This design comes from an exercise in tuning for small area, a short achievable clock period and few clock cycles on the open sky130 flow, not from production work.
At most, simulation tests tie the RTL to the original design; equivalence was not proved.
Power is estimated from default activity; no workload was simulated. The clock port is modelled as an ideal driver; clocking choices that lean on that would not hold on a real chip.

==> inputs of 06-06 <==
// prb_link
module prb_link #(
    parameter PANEL_W     = 240,
    parameter PANEL_H     = 240,
    parameter LINE_W      = 160,
    parameter SRC_H       = 144,
    parameter MADCTL_INIT = 8'h00,
    parameter COLMOD_16BPP = 8'h55,
    parameter MS_CYCLES   = 8
) (
    input             clk,
    input             rst,
    input             cmd_valid,
    output            cmd_ready,
    input      [12:0] cmd_addr,
    input      [31:0] cmd_data,
    output reg        rsp_valid,
    output     [7:0]  rsp_code,
    output     [15:0] rsp_off,
    output reg        sck,
    output reg        mosi,
    output reg        dc,
    output reg        csn,
    output reg        rstn,
    output reg        bl
);
    localparam X0 = (PANEL_W - LINE_W) / 2;
    localparam Y0 = (PANEL_H - SRC_H) / 2;
    localparam NRING = LINE_W / 16;
    localparam [3:0] F_NONE        = 4'h0;
    localparam [3:0] F_BAD_ACCESS  = 4'h1;
    localparam [3:0] F_BAD_REG     = 4'h2;
    localparam [3:0] F_NOT_OPEN    = 4'h6;
    localparam [3:0] F_OPEN        = 4'h7;
    localparam [3:0] F_INVERTED    = 4'h8;
    localparam [3:0] F_RANGE       = 4'h9;
    localparam [3:0] F_UNINIT      = 4'hA;
    localparam [3:0] F_PAL_INDEX   = 4'hB;
    localparam [3:0] F_ROW_RANGE   = 4'hE;
    localparam [2:0] OP_INIT  = 3'd0;
    localparam [2:0] OP_WIN   = 3'd1;
    localparam [2:0] OP_FILL  = 3'd2;
  ...
clock: 8.0 ns
lec_check: 0
cap_margin: 20
core_margin: 2
core_utilization: 65
place_density: 0.75
slew_margin: 20
standard.sh (not shown) runs the stock make flow with config.mk's settings and CLKGATE_MAP_FILE= SYNTH_SCRIPT=/design/flow/synth_recipe.tcl, a recipe that flattens the netlist after the stock synthesis.
==> flow/flow/run.sh <==
#!/bin/bash
# The standard layout (the standard.sh) with:
# - port buffers of buf_4 cells instead of the slow delay buffers that
#   buffer_ports picks by default;
# - timing repair aiming at 5.3 ns of setup slack (about a 2.7 ns period);
# - larger clock-tree sink clusters and no dummy clock loads.
set -euo pipefail
bash standard.sh \
  BUFFER_PORTS_ARGS="-buffer_cell sky130_fd_sc_hd__buf_4" \
  SETUP_SLACK_MARGIN=5.3 \
  CTS_ARGS="-sink_clustering_enable -repair_clock_nets -sink_clustering_size 24 -sink_clustering_max_diameter 80 -dont_use_dummy_load" \
  finish > standard.log 2>&1
==> inputs of 12-11, as changes to 06-06 <==
--- a/flow/design.v
+++ b/flow/design.v
@@ -63,36 +63,34 @@
     reg         xk_mis, xk_lb, xk_pal, xk_reg, xk_drw, xk_op;
     reg         xg;              
     reg [3:0]   xf;              
     reg         ret;             
     reg [7:0]   lb_ok;
     reg [7:0]  w_cs, w_ce, w_rs, w_re;
     reg        c_inv, c_rng, r_inv, r_rng;
     reg [15:0] f_col;
-    reg [7:0]  f_x, f_y, f_w, f_h;   
+    reg [7:0]  f_x, f_y, f_w, f_h;
     reg        f_xb, f_yb, f_wb, f_hb;
-    reg        f_wz, f_hz;
     reg        sopen;
     reg        rdy;
     reg        s_idle, s_scan, s_pre, s_next, s_byte, s_wait;
     reg [2:0]  op;
     reg        o_draw, o_fill;
     reg [4:0]  step;
     reg [7:0]  col, row;
     reg        half;
     reg        lc_r, lr_r;       
     reg [4:0]  lbq;
     reg        scv;
     reg [3:0]  nidx;
     reg        ni_v;
     reg [15:0] pcol;
     reg        pc_v;
     reg [7:0]  sh;
-    reg        hi;               
     reg [2:0]  bc;
     reg        blast;            
     reg        pfe;
     reg [1:0]  pw;
     reg [10:0] wcnt;
     reg        wz;               
     reg [3:0]  rcode;
     reg [12:0] roff;
@@ -108,20 +106,24 @@
     wire [3:0]  pal_k  = xa[5:2];
     wire [15:0] d_lo   = xd[15:0];
     wire [15:0] d_hi   = xd[31:16];
     wire        xk_wr  = xk_lb | xk_pal;
     wire        x_new  = xv & ~xc & ~xr;                     
     wire        x_run  = x_new & ~xk_op & ~xk_wr;            
     wire        x_go   = xc & xg;                            
     wire        lb_kg  = (xd[7:4] == 4'h0) & pal_v[xd[3:0]];
+    wire        f_wz   = ~f_wb & (f_w == 8'd0);
+    wire        f_hz   = ~f_hb & (f_h == 8'd0);
     wire [8:0]  f_xe   = {1'b0, f_x} + {1'b0, f_w};         
     wire [8:0]  f_ye   = {1'b0, f_y} + {1'b0, f_h};
     wire        f_orng = f_xb | f_wb | f_yb | f_hb |
-                         (f_xe >= PANEL_W) | (f_ye >= PANEL_H);
+                         (f_xe > PANEL_W) | (f_ye > PANEL_H);
+    wire [7:0]  f_ce   = f_x + f_w - 8'd1;
+    wire [7:0]  f_re   = f_y + f_h - 8'd1;
     reg [3:0] chk;
     always @(*) begin
         chk = F_NONE;
         if (xk_drw) begin
             if (sopen)              chk = F_OPEN;
             else if (d_lo >= SRC_H) chk = F_ROW_RANGE;
         end else begin
             case (rsel)
@@ -168,18 +170,18 @@
     integer k;
     always @(*) begin
         lbp = 5'd0;
         for (k = 0; k < NRING; k = k + 1)
             if (col[7:4] == k)
                 lbp = lbr[16*k*5 +: 5];
     end
     wire        pix    = o_fill | o_draw;
-    wire        lastc  = o_draw ? (row == LINE_W - 1) : (col == f_w);
-    wire        lastr  = o_draw | (row == f_h);
+    wire        lastc  = o_draw ? (row == LINE_W - 1) : (col == f_w - 8'd1);
+    wire        lastr  = o_draw | (row == f_h - 8'd1);
     reg [1:0]  it_k;
     reg [7:0]  it_v;
     reg        it_dc;     
     reg        it_fe;     
     reg        it_pix;    
     reg [1:0]  it_pw;     
     always @(*) begin
         it_k   = IT_BYTE;
@@ -275,59 +277,54 @@
         ik   <= it_k;
         iv   <= it_v;
         idc  <= it_dc;
         ife  <= it_fe;
         ipix <= it_pix;
         ipw  <= it_pw;
         lc_r <= lastc;
         lr_r <= lastr;
-        xa[12:10]  <= cmd_addr[12:10];
-        xa[1:0]    <= cmd_addr[1:0];
-        xd[31:16]  <= cmd_data[31:16];
-        xk_mis     <= a_mis;
-        xk_reg     <= a_reg;
-        if (rdy | ~xv) begin
-            xa[9:2]    <= cmd_addr[9:2];
-            xd[15:0]   <= cmd_data[15:0];
+        if (rdy) begin
+            xa     <= cmd_addr;
+            xd     <= cmd_data;
+            xk_mis <= a_mis;
             xk_lb  <= a_lb;
             xk_pal <= a_pal;
+            xk_reg <= a_reg;
             xk_drw <= a_drw;
             xk_op  <= a_op;
         end
         if (x_new) begin
             xg <= (chk == F_NONE);
             xf <= chk;
         end
         if (lb_cap)
             nidx <= lbp[3:0];
         if (pal_cap)
             pcol <= pal_port;
-        if (ld & (ik == IT_BYTE))
-            hi <= 1'b0;
-        else if (s_byte)
-            hi <= ~hi;
     end
     always @(posedge clk) begin
         if (rst) begin
             ph    <= 4'd0;
             sweep <= 1'b1;
             pal_v <= 16'h0000;
             lb_ok <= 8'd0;
         end else begin
             ph    <= ph_n;
             sweep <= sweep_n;
             if (ret & xk_pal)
                 pal_v[pal_k] <= 1'b1;
             if (ret & xk_lb) begin
                 if (lb_i == lb_ok && lb_kg)
                     lb_ok <= lb_ok + 8'd1;
-                else if (!lb_kg)
-                    lb_ok <= 8'd0;
+                else if (lb_i < lb_ok && !lb_kg)
+                    lb_ok <= lb_i;
             end
+            if (scan_bad)
+                lb_ok <= roff[9:2];
             if (scan_ok)
                 lb_ok <= LINE_W;
         end
     end
     always @(posedge clk) begin
         if (rst) begin
             rdy       <= 1'b0;
             xv        <= 1'b0;
@@ -353,17 +350,16 @@
             csn       <= 1'b1;
             rstn      <= 1'b1;
             bl        <= 1'b0;
             w_cs <= 8'd0; w_ce <= 8'd0; w_rs <= 8'd0; w_re <= 8'd0;
             c_inv <= 1'b0; c_rng <= 1'b0; r_inv <= 1'b0; r_rng <= 1'b0;
             f_col <= 16'h0;
             f_x <= 8'd0; f_y <= 8'd0; f_w <= 8'd0; f_h <= 8'd0;
             f_xb <= 1'b0; f_yb <= 1'b0; f_wb <= 1'b0; f_hb <= 1'b0;
-            f_wz <= 1'b1; f_hz <= 1'b1;
             sopen     <= 1'b0;
             pfe       <= 1'b0;
             pw        <= 2'd0;
             blast     <= 1'b0;
             wz        <= 1'b0;
             scv       <= 1'b0;
             half      <= 1'b0;
             col       <= 8'd0;
@@ -429,36 +425,27 @@
                             end
                         end
                         5'h18: f_col <= d_lo;
                         5'h19: begin
                             f_x <= xd[7:0];   f_xb <= (xd[15:8] != 8'd0);
                             f_y <= xd[23:16]; f_yb <= (xd[31:24] != 8'd0);
                         end
                         5'h1A: begin
-                            f_w <= xd[7:0] - 8'd1;   f_wb <= (xd[15:8] != 8'd0);
-                            f_h <= xd[23:16] - 8'd1; f_hb <= (xd[31:24] != 8'd0);
-                            f_wz <= (xd[15:0] == 16'd0);
-                            f_hz <= (xd[31:16] == 16'd0);
+                            f_w <= xd[7:0];   f_wb <= (xd[15:8] != 8'd0);
+                            f_h <= xd[23:16]; f_hb <= (xd[31:24] != 8'd0);
                         end
                         default: bl <= xd[0];  
                     endcase
                 end
             end
-            if (x_new & xk_op) begin
-                roff <= xa;
-                if (~xk_drw & (rsel == 5'h14) & (chk == F_NONE)) begin
-                    w_cs <= xd[7:0];   w_ce <= xd[7:0];
-                    w_rs <= xd[23:16]; w_re <= xd[23:16];
-                    c_inv <= 1'b0; c_rng <= 1'b0; r_inv <= 1'b0; r_rng <= 1'b0;
-                end
-            end
             if (xc & ~xg) begin
                 rsp_valid <= 1'b1;
                 rcode     <= xf;
+                roff      <= xa;
             end
             if (x_go) begin
                 s_idle <= 1'b0;
                 s_pre  <= 1'b1;
                 o_draw <= 1'b0;
                 o_fill <= 1'b0;
                 if (xk_drw) begin
                     op     <= OP_DRAW;
@@ -490,26 +477,29 @@
                             op   <= OP_INIT;
                             step <= 5'd0;
                         end
                         5'h13: begin  
                             op   <= OP_WIN;
                             step <= 5'd8;
                         end
                         5'h14: begin  
+                            w_cs <= xd[7:0];   w_ce <= xd[7:0];
+                            w_rs <= xd[23:16]; w_re <= xd[23:16];
+                            c_inv <= 1'b0; c_rng <= 1'b0; r_inv <= 1'b0; r_rng <= 1'b0;
                             op   <= OP_WIN;
                             step <= 5'd8;
                         end
                         5'h16: begin  
                             op   <= OP_PIXEL;
                             step <= 5'd24;
                         end
                         5'h1B: begin  
-                            w_cs <= f_x; w_ce <= f_xe[7:0];
-                            w_rs <= f_y; w_re <= f_ye[7:0];
+                            w_cs <= f_x; w_ce <= f_ce;
+                            w_rs <= f_y; w_re <= f_re;
                             c_inv <= 1'b0; c_rng <= 1'b0; r_inv <= 1'b0; r_rng <= 1'b0;
                             op     <= OP_FILL;
                             o_fill <= 1'b1;
                             step   <= 5'd8;
                             col    <= 8'd0;
                             row    <= 8'd0;
                             half   <= 1'b0;
                         end
@@ -559,17 +549,17 @@
                 col  <= col + 8'd1;
             end
             if (pal_cap) begin
                 ni_v <= 1'b0;
                 pc_v <= 1'b1;
             end else if (lo_ld)
                 pc_v <= 1'b0;
             if (s_byte) begin
-                if (!hi) begin
+                if (!sck) begin
                     sck   <= 1'b1;
                     csn   <= 1'b0;
                     blast <= (bc == 3'd7);
                 end else if (!blast) begin
                     sck  <= 1'b0;
                     mosi <= sh[6];
                     sh   <= {sh[6:0], 1'b0};
                     bc   <= bc + 3'd1;
==> flow/flow/run.sh (replaced) <==
#!/bin/bash
# The standard layout (the standard.sh), with the port buffers made of
# buf_4 cells instead of the slow delay buffers buffer_ports picks by default.
set -euo pipefail
bash standard.sh BUFFER_PORTS_ARGS="-buffer_cell sky130_fd_sc_hd__buf_4" finish > standard.log 2>&1
Settings changed: CORE_UTILIZATION 65 to 40, PLACE_DENSITY 0.75 to 0.6, SETUP_SLACK_MARGIN set to 5.
==> results.txt <==
In 12-11 the fmax is lower than in 06-06, by about 6.6%.
Against 12-11, the global-route usage of 06-06 is higher by 13 points.
Of 06-06 and 12-11, 06-06 has the higher register-to-register slack (gap 160 ps).
In 06-06 the synthesized cell count is lower than in 12-11, by about 5%.
Via count: 12-11 is higher than 06-06 (1.2%).
Worst hold slack: 12-11 is worse than 06-06 (8.6 ps).
In 12-11 the clock-buffer cell count is higher than in 06-06, by 102.
In 12-11 the clock skew is lower than in 06-06, by 28 ps.
Testbench counts of 12-11, summed over its fixed seeds: cycles 170,644.
Function not checked in 06-06: the RTL went through the layout flow alone.

---

==> inputs of build 44 <==
prb_link, a different RTL version from the one above (not shown whole).
Design prb_link, start of the top module:
module prb_link #(
    parameter PANEL_W     = 240,
    parameter PANEL_H     = 240,
    parameter LINE_W      = 160,
    parameter SRC_H       = 144,
    parameter MADCTL_INIT = 8'h00,
    parameter COLMOD_16BPP = 8'h55,
    parameter MS_CYCLES   = 8
) (
    input             clk,
    input             rst,
    input             cmd_valid,
    output            cmd_ready,
    input      [12:0] cmd_addr,
    input      [31:0] cmd_data,
    output reg        rsp_valid,
    output     [7:0]  rsp_code,
    output     [15:0] rsp_off,
    output reg        sck,
    output reg        mosi,
    output reg        dc,
    output reg        csn,
    output reg        rstn,
    output reg        bl
);
    localparam X0 = (PANEL_W - LINE_W) / 2;
    localparam Y0 = (PANEL_H - SRC_H) / 2;
    localparam NRING = LINE_W / 16;
    localparam [3:0] F_NONE        = 4'h0;
    localparam [3:0] F_BAD_ACCESS  = 4'h1;
    localparam [3:0] F_BAD_REG     = 4'h2;
    localparam [3:0] F_NOT_OPEN    = 4'h6;
    localparam [3:0] F_OPEN        = 4'h7;
    localparam [3:0] F_INVERTED    = 4'h8;
    localparam [3:0] F_RANGE       = 4'h9;
  ...
Settings: LEC_CHECK=0, CAP_MARGIN=20, CORE_MARGIN=2, CORE_UTILIZATION=40, PLACE_DENSITY=0.6, SETUP_SLACK_MARGIN=4.5, SLEW_MARGIN=20; clock period 8.0 ns.
==> flow/flow/run.sh <==
#!/bin/bash
# The standard layout (the standard.sh), with the port buffers made of
# buf_4 cells instead of the slow delay buffers buffer_ports picks by default.
set -euo pipefail
bash standard.sh BUFFER_PORTS_ARGS="-buffer_cell sky130_fd_sc_hd__buf_4" finish > standard.log 2>&1
==> build 11: changes against build 44 <==
==> flow/flow/run.sh (replaced) <==
#!/bin/bash
# The standard layout (the standard.sh), with the port buffers made of
# buf_4 cells instead of the slow delay buffers buffer_ports picks by default,
# and gate sizing not limited to cells of the same footprint.
set -euo pipefail
bash standard.sh BUFFER_PORTS_ARGS="-buffer_cell sky130_fd_sc_hd__buf_4" MATCH_CELL_FOOTPRINT=0 finish > standard.log 2>&1
==> results.txt <==
metric                                                                                  build 11                    build 44
Number of top-level design ports                                                              80                          80
Placed wire-length estimate after detailed placement                                   70,100 µm                   70,100 µm
Routed wire length per instance                                                          20.1 µm                     20.1 µm
Netlist cell types                                                                            99                          99
Share of final layout cell area taken by clock buffers and inverters                      0.0935                      0.0935
Sequential-to-total area share from yosys stat                                             0.675                       0.675
Xor and xnor area share after synthesis                                                   0.0181                      0.0181
Nets                                                                                       3,821                       3,821
Largest area contributor in the synthesized netlist                     sky130_fd_sc_hd__dfxtp_1    sky130_fd_sc_hd__dfxtp_1
Post-place setup slack                                                                   3.80 ns                     3.80 ns
Sequential cells                                                                           1,346                       1,346
CTS root buf                                                          sky130_fd_sc_hd__clkbuf_16  sky130_fd_sc_hd__clkbuf_16
Clock transition at the registers of the reported paths                                  0.06 ns                     0.06 ns
Predominant post-synthesis flop cell                                    sky130_fd_sc_hd__dfxtp_1    sky130_fd_sc_hd__dfxtp_1
Tap cell count                                                                             1,368                       1,368
H-tree levels                                                                                  4                           4
Status                                                                   complete, no violations     complete, no violations
Area occupied by multi-input gates                                                    12,500 µm²                  12,500 µm²
No run of this note included a check of the RTL's function; only the layout flow was run.

---

==> run A <==
Another version of the RTL of prb_link (not shown whole).
export LEC_CHECK = 0
export CAP_MARGIN = 20
export CORE_MARGIN = 2
export CORE_UTILIZATION = 65
export PLACE_DENSITY = 0.75
export SLEW_MARGIN = 20
create_clock -name core_clock -period 8.0 [get_ports {clk}]
==> flow/flow/run.sh <==
#!/bin/bash
# The standard layout (the standard.sh) with: port buffers of buf_4 cells
# instead of the slow delay buffers buffer_ports picks by default; timing
# repair aiming at 5 ns of setup slack; larger clock-tree sink clusters and
# no dummy clock loads.
set -euo pipefail
bash standard.sh \
  BUFFER_PORTS_ARGS="-buffer_cell sky130_fd_sc_hd__buf_4" \
  SETUP_SLACK_MARGIN=5 \
  CTS_ARGS="-sink_clustering_enable -repair_clock_nets -sink_clustering_size 30 -sink_clustering_max_diameter 80 -dont_use_dummy_load" \
  finish > standard.log 2>&1
==> run Z (differences from run A) <==
--- a/flow/flow/run.sh
+++ b/flow/flow/run.sh
@@ -7,5 +7,5 @@
 bash standard.sh \
   BUFFER_PORTS_ARGS="-buffer_cell sky130_fd_sc_hd__buf_4" \
   SETUP_SLACK_MARGIN=5 \
-  CTS_ARGS="-sink_clustering_enable -repair_clock_nets -sink_clustering_size 30 -sink_clustering_max_diameter 80 -dont_use_dummy_load" \
+  CTS_ARGS="-sink_clustering_enable -repair_clock_nets -sink_clustering_size 30 -sink_clustering_max_diameter 120 -dont_use_dummy_load" \
   finish > standard.log 2>&1
--- a/flow/config.mk
+++ b/flow/config.mk
@@ -7,6 +7,6 @@
 export LEC_CHECK = 0
 export CAP_MARGIN = 20
 export CORE_MARGIN = 2
-export CORE_UTILIZATION = 65
-export PLACE_DENSITY = 0.75
+export CORE_UTILIZATION = 55
+export PLACE_DENSITY = 0.7
 export SLEW_MARGIN = 20
==> qor summary <==
Count of buffering cells on the critical path with inverters included: run A 2; run Z 1
Power dissipated in the clock network: run A 3.18 mW; run Z 3.02 mW
Outcome: run A no timing/DRC/antenna violations; run Z no timing/DRC/antenna violations
DR vias: run A 23360; run Z 22770
Internal Dissipation: run A 8.134 mW; run Z 8.049 mW
Clock transition at the register clock pins on the worst setup and hold paths after CTS: run A 0.11 ns; run Z 0.12 ns
Cell Area, Placed: run A 40630 um^2; run Z 40820 um^2
Required time at the endpoint of the critical path: run A 8.47 ns; run Z 6.40 ns
Fill cell instance count of the final layout: run A 3804; run Z 5579
Count of multi-input combinational gates: run A 1542; run Z 1543
Sequential cell fraction of total power: run A 67.8%; run Z 68.9%
GR Util met3: run A 3.523%; run Z 2.751%
Drt pass-1 iters: run A 6; run Z 8
Overall routed net length: run A 95230 um; run Z 87700 um
Diodes inserted: run A 0; run Z 1
Relative contribution of the clock network to total power: run A 31.4%; run Z 30.2%
Function was not checked in any run of this note: the RTL went through the layout flow alone.

## re-timing with driven ports
How much do the figures lean on ideal ports? The routed layouts below were timed once more, with nothing changed but the port constraints. Step 1, drivers: a clkbuf_16 drives clk and a buf_2 each remaining input, both assumed. Step 2 times the ports against the registers' clock, not the clock port: input delays grow and output delays shrink by t, the midpoint of the rising clock arrivals with the driver on. a / b / c = no drivers / after step 1 / after step 2; a / b = the first two.
run | t, ns | setup slack, ns | worst setup path at the end | worst slew at a driven data input, ns
06-06 | 0.674 | 5.248 / 5.248 / 4.691 | input to register | 0.06
12-11 | 0.758 | 5.055 / 4.986 / 4.309 | input to register | 0.07
build 44 | 0.784 | 4.473 / 4.473 / 3.818 | input to register | 0.08
build 11 | 0.784 | 4.473 / 4.473 / 3.818 | input to register | 0.08
run A | 0.680 | 5.076 / 5.054 / 4.427 | input to register | 0.04
run Z | 0.682 | 5.097 / 5.033 / 4.538 | input to register | 0.05
After both steps setup and hold are still met in every run listed. For 12-11, which loses most, drivers alone change the setup slack by -0.069 ns; drivers and shift together by -0.746 ns.
